Source: an optimization exercise on an open RTL-to-GDS flow (aim: small area, a short achievable clock period and few clock cycles per item). Production flows keep margins and buffers that such runs may drop. Only simulation tests tie the RTL to the original design; equivalence was not proved. Power figures rest on the tool's default switching activity, not on a simulated workload.

**flow/constraint.sdc**
```tcl
create_clock -name core_clock -period 15.0 [get_ports {clk}]
set_input_delay 3.0000 -clock core_clock [delete_from_list [all_inputs] [get_ports {clk}]]
set_output_delay 3.0000 -clock core_clock [all_outputs]
set_load 0.01 [all_outputs]
```
**flow/design.v**
```verilog
module mdsb_div (
    input  wire        clk,
    input  wire        rst,
    input  wire        start,
    input  wire [47:0] num,
    input  wire [47:0] den,
    output reg         busy,
    output reg         done,
    output wire [47:0] quo
);
    reg [47:0] q;
    reg [47:0] r;
    reg [47:0] d;
    reg [5:0]  count;
    wire [48:0] shifted = {r, q[47]};
    wire [48:0] trial   = shifted - {1'b0, d};
    wire        fits    = ~trial[48];
    assign quo = q;
    always @(posedge clk) begin
        if (rst) begin
            busy  <= 1'b0;
            done  <= 1'b0;
            count <= 6'd0;
            q     <= 48'd0;
            r     <= 48'd0;
            d     <= 48'd0;
        end else begin
            done <= 1'b0;
            if (!busy) begin
                if (start) begin
                    busy  <= 1'b1;
                    count <= 6'd48;
                    q     <= num;
                    r     <= 48'd0;
                    d     <= den;
                end
            end else begin
                if (fits) begin
                    r <= trial[47:0];
                    q <= {q[46:0], 1'b1};
                end else begin
                    r <= shifted[47:0];
                    q <= {q[46:0], 1'b0};
                end
                count <= count - 6'd1;
                if (count == 6'd1) begin
                    busy <= 1'b0;
                    done <= 1'b1;
                end
            end
        end
    end
endmodule
module mdsb (
    input  wire        clk,
    input  wire        rst,
    input  wire        cmd_valid,
    output wire        cmd_ready,
    input  wire [63:0] cmd,
    output reg         rsp_valid,
    output reg  [63:0] rsp
);
    localparam [31:0] ONE       = 32'h8000_0000;
    localparam [63:0] RSP_OK    = 64'h0000_0000_0000_0000;
    localparam [63:0] RSP_VALID = 64'h0800_0000_0000_0000;
    localparam [63:0] ERR_ILL   = 64'h9000_0000_0000_0000;
    localparam [63:0] ERR_BAD   = 64'hA000_0000_0000_0000;
    localparam [63:0] ERR_UNSET = 64'hB000_0000_0000_0000;
    localparam [47:0] RATE_NUM  = 48'd2147483647999;
    localparam [1:0] ENV_IDLE = 2'd0, ENV_ATTACK = 2'd1, ENV_RELEASE = 2'd2;
    localparam [1:0] MP_STATUS = 2'd0, MP_DATA1 = 2'd1, MP_DATA2 = 2'd2;
    localparam [1:0] PEND_ARATE = 2'd0, PEND_RRATE = 2'd1, PEND_DELTA = 2'd2;
    localparam RB_AW  = 4;
    localparam RB_CAP = 16;
    localparam MQ_AW  = 3;
    localparam MQ_CAP = 8;
    reg [1:0]  env_phase;
    reg [31:0] env_out;
    reg [31:0] env_arate;
    reg        arate_set;
    reg [31:0] env_rrate;
    reg        rrate_set;
    reg [31:0] osc_phase;
    reg [23:0] osc_sr;
    reg        sr_set;
    reg [31:0] osc_freq;
    reg        freq_set;
    reg [31:0] osc_delta;
    wire       delta_set = sr_set & freq_set;
    reg [31:0]      rb_mem [0:RB_CAP-1];
    reg [RB_AW-1:0] rb_head;
    reg [RB_AW-1:0] rb_tail;
    reg [RB_AW:0]   rb_size;
    reg [1:0]  mp_state;
    reg [7:0]  mp_status;
    reg [6:0]  mp_data1;
    reg [15:0]      mq_mem [0:MQ_CAP-1];
    reg [MQ_AW-1:0] mq_head;
    reg [MQ_AW-1:0] mq_tail;
    reg [MQ_AW:0]   mq_size;
    reg [16:0] lut [0:255];
    initial $readmemh("mdsb_sine.hex", lut);
    reg        pend;
    reg [1:0]  pend_kind;
    reg        pend_sat;
    wire [7:0]  op   = cmd[63:56];
    wire [7:0]  rsv  = cmd[55:48];
    wire [47:0] opnd = cmd[47:0];
    wire [23:0] op_t = opnd[47:24];
    wire [23:0] op_s = opnd[23:0];
    wire [31:0] op_w = opnd[31:0];
    wire [15:0] op_i = opnd[15:0];
    wire [7:0]  op_b = opnd[7:0];
    reg legal;
    always @(*) begin
        case (op)
            8'h00, 8'h01, 8'h10, 8'h11, 8'h14, 8'h15, 8'h16,
            8'h20, 8'h23, 8'h24, 8'h31, 8'h33, 8'h34,
            8'h41, 8'h42, 8'h43:       legal = (opnd == 48'd0);
            8'h12, 8'h13:              legal = 1'b1;
            8'h21:                     legal = (opnd[47:24] == 24'd0);
            8'h22, 8'h30:              legal = (opnd[47:32] == 16'd0);
            8'h32:                     legal = (opnd[47:16] == 32'd0);
            8'h40:                     legal = (opnd[47:8] == 40'd0);
            default:                   legal = 1'b0;
        endcase
        if (rsv != 8'd0)
            legal = 1'b0;
    end
    assign cmd_ready = ~pend;
    wire accept = cmd_valid & cmd_ready;
    wire [47:0] rate_d = op_t * op_s;
    reg         div_start;
    reg  [47:0] div_num;
    reg  [47:0] div_den;
    wire        div_busy;
    wire        div_done;
    wire [47:0] div_quo;
    mdsb_div u_div (
        .clk   (clk),
        .rst   (rst),
        .start (div_start),
        .num   (div_num),
        .den   (div_den),
        .busy  (div_busy),
        .done  (div_done),
        .quo   (div_quo)
    );
    wire [32:0] env_sum    = {1'b0, env_out} + {1'b0, env_arate};
    wire        env_up_hit = (env_sum >= {1'b0, ONE});
    wire        env_dn_hit = (env_out <= env_rrate);
    reg [1:0]  env_phase_nx;
    reg [31:0] env_out_nx;
    always @(*) begin
        env_phase_nx = env_phase;
        env_out_nx   = env_out;
        case (env_phase)
            ENV_ATTACK: begin
                if (env_up_hit) begin
                    env_out_nx   = ONE;
                    env_phase_nx = ENV_RELEASE;
                end else begin
                    env_out_nx = env_sum[31:0];
                end
            end
            ENV_RELEASE: begin
                if (env_dn_hit) begin
                    env_out_nx   = 32'd0;
                    env_phase_nx = ENV_IDLE;
                end else begin
                    env_out_nx = env_out - env_rrate;
                end
            end
            default: ;
        endcase
    end
    wire env_step_unset = (env_phase == ENV_ATTACK  && !arate_set) ||
                          (env_phase == ENV_RELEASE && !rrate_set);
    wire [7:0]  lut_idx  = osc_phase[31:24];
    wire [7:0]  lut_nxt  = lut_idx + 8'd1;
    wire [23:0] lut_frac = osc_phase[23:0];
    wire signed [16:0] lut_a = lut[lut_idx];
    wire signed [16:0] lut_b = lut[lut_nxt];
    wire signed [17:0] lut_diff = lut_b - lut_a;
    wire signed [42:0] lut_prod = lut_diff * $signed({1'b0, lut_frac});
    wire signed [18:0] lut_step = lut_prod >>> 24;
    wire signed [18:0] osc_y    = lut_a + lut_step;
    wire [3:0] b_hi      = op_b[7:4];
    wire       b_recog   = (b_hi == 4'h8) || (b_hi == 4'h9) || (b_hi == 4'hA) ||
                           (b_hi == 4'hB) || (b_hi == 4'hE);
    wire [1:0] note_kind = (mp_status[7:4] == 4'h9) ? 2'd0 :
                           (mp_status[7:4] == 4'h8) ? 2'd1 : 2'd2;
    wire [15:0] note     = {note_kind, mp_data1, op_b[6:0]};
    wire [RB_AW-1:0] rb_at_slot = rb_head + op_i[RB_AW-1:0];
    always @(posedge clk) begin
        if (rst) begin
            env_phase <= ENV_IDLE;
            env_out   <= 32'd0;
            env_arate <= 32'd0;
            arate_set <= 1'b0;
            env_rrate <= 32'd0;
            rrate_set <= 1'b0;
            osc_phase <= 32'd0;
            osc_sr    <= 24'd0;
            sr_set    <= 1'b0;
            osc_freq  <= 32'd0;
            freq_set  <= 1'b0;
            osc_delta <= 32'd0;
            rb_head   <= {RB_AW{1'b0}};
            rb_tail   <= {RB_AW{1'b0}};
            rb_size   <= {(RB_AW+1){1'b0}};
            mp_state  <= MP_STATUS;
            mp_status <= 8'h00;
            mp_data1  <= 7'd0;
            mq_head   <= {MQ_AW{1'b0}};
            mq_tail   <= {MQ_AW{1'b0}};
            mq_size   <= {(MQ_AW+1){1'b0}};
            pend      <= 1'b0;
            pend_kind <= PEND_ARATE;
            pend_sat  <= 1'b0;
            rsp_valid <= 1'b0;
            rsp       <= RSP_OK;
        end else begin
            rsp_valid <= 1'b0;
            if (pend && div_done) begin
                pend      <= 1'b0;
                rsp_valid <= 1'b1;
                rsp       <= RSP_OK;
                case (pend_kind)
                    PEND_ARATE: begin
                        env_arate <= pend_sat ? ONE : div_quo[31:0] + 32'd1;
                        arate_set <= 1'b1;
                    end
                    PEND_RRATE: begin
                        env_rrate <= pend_sat ? ONE : div_quo[31:0] + 32'd1;
                        rrate_set <= 1'b1;
                    end
                    default: begin
                        osc_delta <= div_quo[31:0];
                    end
                endcase
            end
            if (accept) begin
                rsp_valid <= 1'b1;
                rsp       <= RSP_OK;
                if (!legal) begin
                    rsp <= ERR_ILL;
                end else begin
                    case (op)
                        8'h01: begin
                            env_phase <= ENV_IDLE;
                            env_out   <= 32'd0;
                            arate_set <= 1'b0;
                            rrate_set <= 1'b0;
                            osc_phase <= 32'd0;
                            sr_set    <= 1'b0;
                            freq_set  <= 1'b0;
                            rb_head   <= {RB_AW{1'b0}};
                            rb_tail   <= {RB_AW{1'b0}};
                            rb_size   <= {(RB_AW+1){1'b0}};
                            mp_state  <= MP_STATUS;
                            mp_status <= 8'h00;
                            mp_data1  <= 7'd0;
                            mq_head   <= {MQ_AW{1'b0}};
                            mq_tail   <= {MQ_AW{1'b0}};
                            mq_size   <= {(MQ_AW+1){1'b0}};
                        end
                        8'h10: begin
                            if (env_step_unset) begin
                                rsp <= ERR_UNSET;
                            end else begin
                                env_phase <= env_phase_nx;
                                env_out   <= env_out_nx;
                                rsp <= RSP_VALID | {30'd0, env_phase_nx, env_out_nx};
                            end
                        end
                        8'h11: env_phase <= ENV_ATTACK;
                        8'h12, 8'h13: begin
                            if (op_s == 24'd0) begin
                                rsp <= ERR_BAD;
                            end else begin
                                rsp_valid <= 1'b0;
                                pend      <= 1'b1;
                                pend_kind <= (op == 8'h12) ? PEND_ARATE : PEND_RRATE;
                                pend_sat  <= (rate_d <= 48'd1000);
                            end
                        end
                        8'h14: rsp <= RSP_VALID | {30'd0, env_phase, env_out};
                        8'h15: rsp <= arate_set ? (RSP_VALID | {32'd0, env_arate}) : ERR_UNSET;
                        8'h16: rsp <= rrate_set ? (RSP_VALID | {32'd0, env_rrate}) : ERR_UNSET;
                        8'h20: begin
                            if (!delta_set) begin
                                rsp <= ERR_UNSET;
                            end else begin
                                osc_phase <= osc_phase + osc_delta;
                                rsp <= RSP_VALID | {32'd0, {13{osc_y[18]}}, osc_y};
                            end
                        end
                        8'h21: begin
                            if (op_s == 24'd0) begin
                                rsp <= ERR_BAD;
                            end else begin
                                osc_sr <= op_s;
                                sr_set <= 1'b1;
                                if (freq_set) begin
                                    rsp_valid <= 1'b0;
                                    pend      <= 1'b1;
                                    pend_kind <= PEND_DELTA;
                                end
                            end
                        end
                        8'h22: begin
                            osc_freq <= op_w;
                            freq_set <= 1'b1;
                            if (sr_set) begin
                                rsp_valid <= 1'b0;
                                pend      <= 1'b1;
                                pend_kind <= PEND_DELTA;
                            end
                        end
                        8'h23: rsp <= RSP_VALID | {32'd0, osc_phase};
                        8'h24: rsp <= delta_set ? (RSP_VALID | {32'd0, osc_delta}) : ERR_UNSET;
                        8'h30: begin
                            rb_mem[rb_tail] <= op_w;
                            rb_tail <= rb_tail + 1'b1;
                            if (rb_size == RB_CAP[RB_AW:0])
                                rb_head <= rb_head + 1'b1;
                            else
                                rb_size <= rb_size + 1'b1;
                        end
                        8'h31: begin
                            if (rb_size != 0) begin
                                rsp     <= RSP_VALID | {32'd0, rb_mem[rb_head]};
                                rb_head <= rb_head + 1'b1;
                                rb_size <= rb_size - 1'b1;
                            end
                        end
                        8'h32: rsp <= RSP_VALID | {32'd0, rb_mem[rb_at_slot]};
                        8'h33: begin
                            rb_head <= {RB_AW{1'b0}};
                            rb_tail <= {RB_AW{1'b0}};
                            rb_size <= {(RB_AW+1){1'b0}};
                        end
                        8'h34: rsp <= RSP_VALID | {{(64-RB_AW-1){1'b0}}, rb_size};
                        8'h40: begin
                            if (op_b[7]) begin
                                mp_data1 <= 7'd0;
                                if (b_recog) begin
                                    mp_status <= op_b;
                                    mp_state  <= MP_DATA1;
                                end else begin
                                    mp_status <= 8'h00;
                                    mp_state  <= MP_STATUS;
                                end
                            end else begin
                                case (mp_state)
                                    MP_DATA1: begin
                                        mp_data1 <= op_b[6:0];
                                        mp_state <= MP_DATA2;
                                    end
                                    MP_DATA2: begin
                                        if (mq_size != MQ_CAP[MQ_AW:0]) begin
                                            mq_mem[mq_tail] <= note;
                                            mq_tail <= mq_tail + 1'b1;
                                            mq_size <= mq_size + 1'b1;
                                        end
                                        mp_data1 <= 7'd0;
                                        mp_state <= MP_DATA1;
                                    end
                                    default: ;
                                endcase
                            end
                        end
                        8'h41: rsp <= RSP_VALID | {63'd0, (mq_size != 0)};
                        8'h42: begin
                            if (mq_size != 0) begin
                                rsp     <= RSP_VALID | {48'd0, mq_mem[mq_head]};
                                mq_head <= mq_head + 1'b1;
                                mq_size <= mq_size - 1'b1;
                            end
                        end
                        8'h43: rsp <= RSP_VALID | {24'd0, {(16-MQ_AW-1){1'b0}}, mq_size,
                                                   1'b0, mp_data1, mp_status, 6'd0, mp_state};
                        default: ;
                    endcase
                end
            end
        end
    end
    always @(*) begin
        div_start = 1'b0;
        div_num   = RATE_NUM;
        div_den   = rate_d;
        if (accept && legal) begin
            case (op)
                8'h12, 8'h13: div_start = (op_s != 24'd0);
                8'h21: begin
                    div_start = (op_s != 24'd0) && freq_set;
                    div_num   = {osc_freq, 16'd0};
                    div_den   = {24'd0, op_s};
                end
                8'h22: begin
                    div_start = sr_set;
                    div_num   = {op_w, 16'd0};
                    div_den   = {24'd0, osc_sr};
                end
                default: ;
            endcase
        end
    end
endmodule
```
**flow/run.sh**
```bash
#!/bin/bash
# synth_recipe.tcl (not shown) runs the flow's synth.tcl, then flattens the netlist and writes it again
# the make line also repeats each setting of config.mk as NAME=value (left out here)
make -C /OpenROAD-flow-scripts/flow DESIGN_CONFIG=/design/flow/config.mk WORK_HOME=/design/flow/orfs CLKGATE_MAP_FILE= SYNTH_SCRIPT=/design/flow/synth_recipe.tcl finish
```
**flow/mdsb_sine.hex**
```
00000
00324
00648
0096b
00c8c
00fab
012c8
015e2
018f9
01c0c
01f1a
02224
02528
02827
02b1f
02e11
030fc
033df
036ba
0398d
03c57
03f17
041ce
0447b
0471d
049b4
04c40
04ec0
05134
0539b
055f6
05843
05a82
05cb4
05ed7
060ec
062f2
064e9
066d0
068a7
06a6e
06c24
06dca
06f5f
070e3
07255
073b6
07505
07642
0776c
07885
0798a
07a7d
07b5d
07c2a
07ce4
07d8a
07e1e
07e9d
07f0a
07f62
07fa7
07fd9
07ff6
08000
07ff6
07fd9
07fa7
07f62
07f0a
07e9d
07e1e
07d8a
07ce4
07c2a
07b5d
07a7d
0798a
07885
0776c
07642
07505
073b6
07255
070e3
06f5f
06dca
06c24
06a6e
068a7
066d0
064e9
062f2
060ec
05ed7
05cb4
05a82
05843
055f6
0539b
05134
04ec0
04c40
049b4
0471d
0447b
041ce
03f17
03c57
0398d
036ba
033df
030fc
02e11
02b1f
02827
02528
02224
01f1a
01c0c
018f9
015e2
012c8
00fab
00c8c
0096b
00648
00324
00000
1fcdc
1f9b8
1f695
1f374
1f055
1ed38
1ea1e
1e707
1e3f4
1e0e6
1dddc
1dad8
1d7d9
1d4e1
1d1ef
1cf04
1cc21
1c946
1c673
1c3a9
1c0e9
1be32
1bb85
1b8e3
1b64c
1b3c0
1b140
1aecc
1ac65
1aa0a
1a7bd
1a57e
1a34c
1a129
19f14
19d0e
19b17
19930
19759
19592
193dc
19236
190a1
18f1d
18dab
18c4a
18afb
189be
18894
1877b
18676
18583
184a3
183d6
1831c
18276
181e2
18163
180f6
1809e
18059
18027
1800a
18000
1800a
18027
18059
1809e
180f6
18163
181e2
18276
1831c
183d6
184a3
18583
18676
1877b
18894
189be
18afb
18c4a
18dab
18f1d
190a1
19236
193dc
19592
19759
19930
19b17
19d0e
19f14
1a129
1a34c
1a57e
1a7bd
1aa0a
1ac65
1aecc
1b140
1b3c0
1b64c
1b8e3
1bb85
1be32
1c0e9
1c3a9
1c673
1c946
1cc21
1cf04
1d1ef
1d4e1
1d7d9
1dad8
1dddc
1e0e6
1e3f4
1e707
1ea1e
1ed38
1f055
1f374
1f695
1f9b8
1fcdc
```
**flow/config.mk**
```make
export PLATFORM = sky130hd
export DESIGN_NAME = mdsb
export DESIGN_NICKNAME = mdsb
export VERILOG_FILES = /design/flow/design.v
export SDC_FILE = /design/flow/constraint.sdc
export NUM_CORES = 4
export LEC_CHECK = 0
export CAP_MARGIN = 20
export CORE_MARGIN = 2
export CORE_UTILIZATION = 40
export SLEW_MARGIN = 20
export SYNTH_MEMORY_MAX_BITS = 16384
```
==> impl_metrics.py <==
metrics = {
    "status": {
        "status": "timing/DRC/antenna clean",
    },
    "synthesis": {
        "yosys_warnings": 2,
        "syn_area_um2": 102000,
        "postSynthAreaPerCell_um2": 9.30,
        "yosysMostFrequentCell": "nand2_1",
        "seq_area_frac_synth_pct": 28.2,
        "syn_inst": 11000,
        "ys_top_cells_by_area": "edfxtp_1, fa_1, dfxtp_1, mux4_2, ha_1",
        "async_flop_share_pct": 0,
        "ys_top_cells_by_count": "nand2_1, inv_1, fa_1",
        "synth_largest_area_cell": "edfxtp_1",
        "post-synth-top-area-fraction_pct": 18.8,
        "synth_cell_types": 114,
        "synth-seq-cells": 1121,
        "most_used_flip_flop_cell_after_synthesis": "edfxtp_1",
        "synth_edf_count": 640,
    },
    "timing": {
        "timing.fmax_ghz": 0.0708,
        "final-setup-viol-count": 0,
        "slew_headroom_pct": 19.1,
        "layout_min_cycle_time_ns": 14.13,
        "setup-tns-final_ns": 0,
        "layout_setup_ws_ns": 0.866,
        "post-route-period-util_pct": 94.2,
        "skew_ns": 0.0943,
        "slew_violations": 0,
        "timing_hold_violations_final": 0,
        "worst_slew_pin_slew_ns": 1.21,
        "rsz0062_at_grt": "false",
    },
    "global_routing": {
        "grt_usage_pct": 31.0,
        "grt_pass1_wl_um": 599000,
        "grt_max_degree": 108,
        "global_route.overflow_total": 0,
        "grt_antenna_before_repair": 27,
        "grt_pass1_vias": 88600,
    },
    "place": {
        "hpwlAfterDp_um": 296000,
        "numPlacedInstances": 14100,
        "dpl_cell_area_um2": 108000,
        "io_buffers": 106,
        "pre_cts_ws_ns": 0.388,
        "gp_routability_congestion": 0.994,
    },
    "power_and_ir_drop": {
        "total_power_density_per_cell_area_nw_per_um2": 159,
        "total_leakage_power_nw": 44.3,
        "worst_ir_drop_vdd_uv": 693,
    },
    "detailed_routing": {
        "detail_route.vias_per_cell": 6.13,
        "drc": 0,
        "postRouteWirelength_um": 408000,
        "dr.first_iter.drc_count": 9489,
        "drt_pass1_iterations": 9,
        "routedWlPerCell_um": 28.4,
        "num_vias": 88100,
        "route.antenna.remaining_nets": 0,
    },
    "cts": {
        "postCtsHoldBufs": 0,
        "cts.root.buffer_cell": "clkbuf_16",
        "ctsLongestPathBuffers": 3,
        "clk_pin_slew_worst_paths_ns": 0.06,
        "clock_sink_count": 1121,
        "tritoncts_clock_tree": "done",
        "htree_num_levels": 4,
        "worst_skew_pair.late_latency_ns": 0.83,
        "cts_buffers": 130,
    },
    "floorplan": {
        "fp.dieH_um": 510,
        "design.core.area_um2": 254000,
        "pin_count": 133,
        "floorplan.die.width_um": 510,
        "dieArea_um2": 260000,
        "starting_density_of_the_core_pct": 40.3,
        "std_cell_rows": 185,
    },
    "min_path": {
        "min-delay-start": "u_div.q[4]",
        "timing.hold.worst.class": "flip-flop to flip-flop",
    },
    "setup_path": {
        "largest_fanout_on_the_critical_path": 18,
        "worst-endpoint-arrival_ns": 14.79,
        "critPathRequiredTime_ns": 15.65,
        "cpPeakStageDelay_ns": 0.51,
        "setup.worst_path.start_class": "flip-flop",
        "cp_common_cell": "fa_1",
        "endpoint_kind": "flip-flop",
        "critPathLaunch": "osc_phase[24]",
        "start_of_the_worst_register_to_register_path": "osc_phase[24]",
        "cpMaxStageDelayCell": "fa_1",
        "path_class": "flip-flop to flip-flop",
    },
    "finish": {
        "fin_nets": 12300,
        "area_growth_syn_to_layout_pct": 10.3,
        "drive_above_1_share_pct": 10.8,
        "finalNonFillerCells": 14400,
        "fill_cells": 24500,
        "design_area_um2": 113000,
    },
    "run": {
        "max_cap_viol_count": 0,
    },
}
[kinds of logic (layout without fill, tap and decap cells)]
family | after synthesis | after routing | synth area share (%)
and+or+nand+nor | 3439 | 3439 | 15.4
AOI/OAI and AO/OA | 2417 | 2417 | 15.5
buffers and inverters | 1942 | 1901 | 7.35
adders and majority gates | 1389 | 1389 | 23.2
DFF | 1121 | 1121 | 28.2
muxes | 437 | 437 | 8.23
xor gates and xnor gates | 255 | 256 | 2.18
other | 1 | 37 | 0.00366
[cell type report]
cell class                 count  area [µm²]  area share [%]
clock inverter                72        1090           0.964
multi-input combinational   7964       66700            59.1
antenna                       11        27.5          0.0244
clock buffer                 161        3450            3.06
timing repair buffer         543        4330            3.84
sequential                  1121       28900            25.6
tap                         3366        4210            3.73
inverter                    1125        4230            3.74
[worst paths after layout]
path             endpoint  cells after the start  slack, ns
min          osc_delta[4]                      2       0.41
max               rsp[30]                     66       0.87
min reg2reg  osc_delta[4]                      2       0.41
max reg2reg       rsp[30]                     66       0.87
[state kept, by name, indices dropped and copies added (netlist names), 5 cells and up, named ones only]
name,count
osc_sr,24
mq_mem,128
mp_data1,7
rsp,38
env_rrate,32
u_div.r,48
osc_freq,32
u_div.d,48
rb_mem,512
env_arate,32
osc_phase,32
lut_a,17
mp_status,8
rb_size,5
u_div.q,48
u_div.count,6
env_out,32
osc_delta,32
[critical path, delay by kind of cell (launching register included)]
kind	cells	cell delay [ns]
fa+ha+maj	12	4.84
simple gates	9	1.15
compound gates	27	5.07
xor+xnor	2	0.33
buf+inv	15	2.05
mux	1	0.17
flops	1	0.38
[stage by stage]
stage	power (mW)	hold slack, ns	util, %
2_1_floorplan	11.2	0.432	-
3_3_place_gp	14.4	0.438	42.5
3_5_place_dp	14.5	0.443	42.5
4_1_cts	17.9	0.413	44.3
5_1_grt	19.3	0.441	44.4
6_report	17.9	0.412	44.4
[power breakdown]
group | internal (mW) | switching [mW]
logic | 4.22 | 7.09
clock network | 1.95 | 1.42
registers | 3.24 | 0.000733
total | 9.41 | 8.51
[cell usage in the layout (no fill, tap or decap), drive strengths merged, types with 48 or more instances in the layout]
master / n
a21oi: 761
dfxtp: 481
clkdlybuf4s50: 74
o21a: 48
o211ai: 116
mux2i: 102
a221oi: 63
nand4: 60
nand2b: 91
clkinv: 48
xor2: 105
nor3: 158
edfxtp: 640
a21o: 110
a311oi: 52
buf: 469
ha: 547
a31oi: 83
mux4: 322
and2: 331
nor2b: 103
o21ai: 406
nor2: 665
nand2: 1602
nand3: 183
inv: 1123
xnor2: 151
clkbuf: 161
a22oi: 142
nor4: 59
a211oi: 197
fa: 842
[routing by layer]
metal / wire length [µm] / vias up / global-route usage (%)
met1: 159000 / 44500 / 39.1
met4: 25700 / 12 / 17.3
li1: - / 38100 / -
met3: 32400 / 1048 / 5.29
met5: 85 / - / 0
met2: 191000 / 4401 / 50.5
[timing repair]
| action | CTS | global route |
|---|---|---|
| setup endpoints to repair | 0 | 18 |
| buffers inserted | 0 | 4 |
| resized for setup | 0 | 35 |
Testbench counts, summed over its fixed seeds: cycles 35,121, items 25,460.

port drivers added, routing unchanged:
Ports are ideal in the flow. The routed layout listed here was re-timed in OpenROAD.
Step 1: set_driving_cell puts a clkbuf_16 on clk and a buf_2 on each other input, an assumption about the parent block.
Step 2 times the ports against the registers' clock, not the clock port: input delays grow and output delays shrink by t, the midpoint of the rising clock arrivals with the driver on.
Slacks: ideal / step 1 / step 2; pairs: ideal / step 1.
shift t [ns]: 0.881
slack for setup (ns): 0.866 / 0.866 / 0.866
hold WS [ns]: 0.412 / 0.412 / 0.412
worst data-port slew with drivers (ns): 0.24
After both steps setup and hold are still met in this run. The setup slack of this run moves by 0.000 ns with the drivers and by 0.000 ns with both steps.
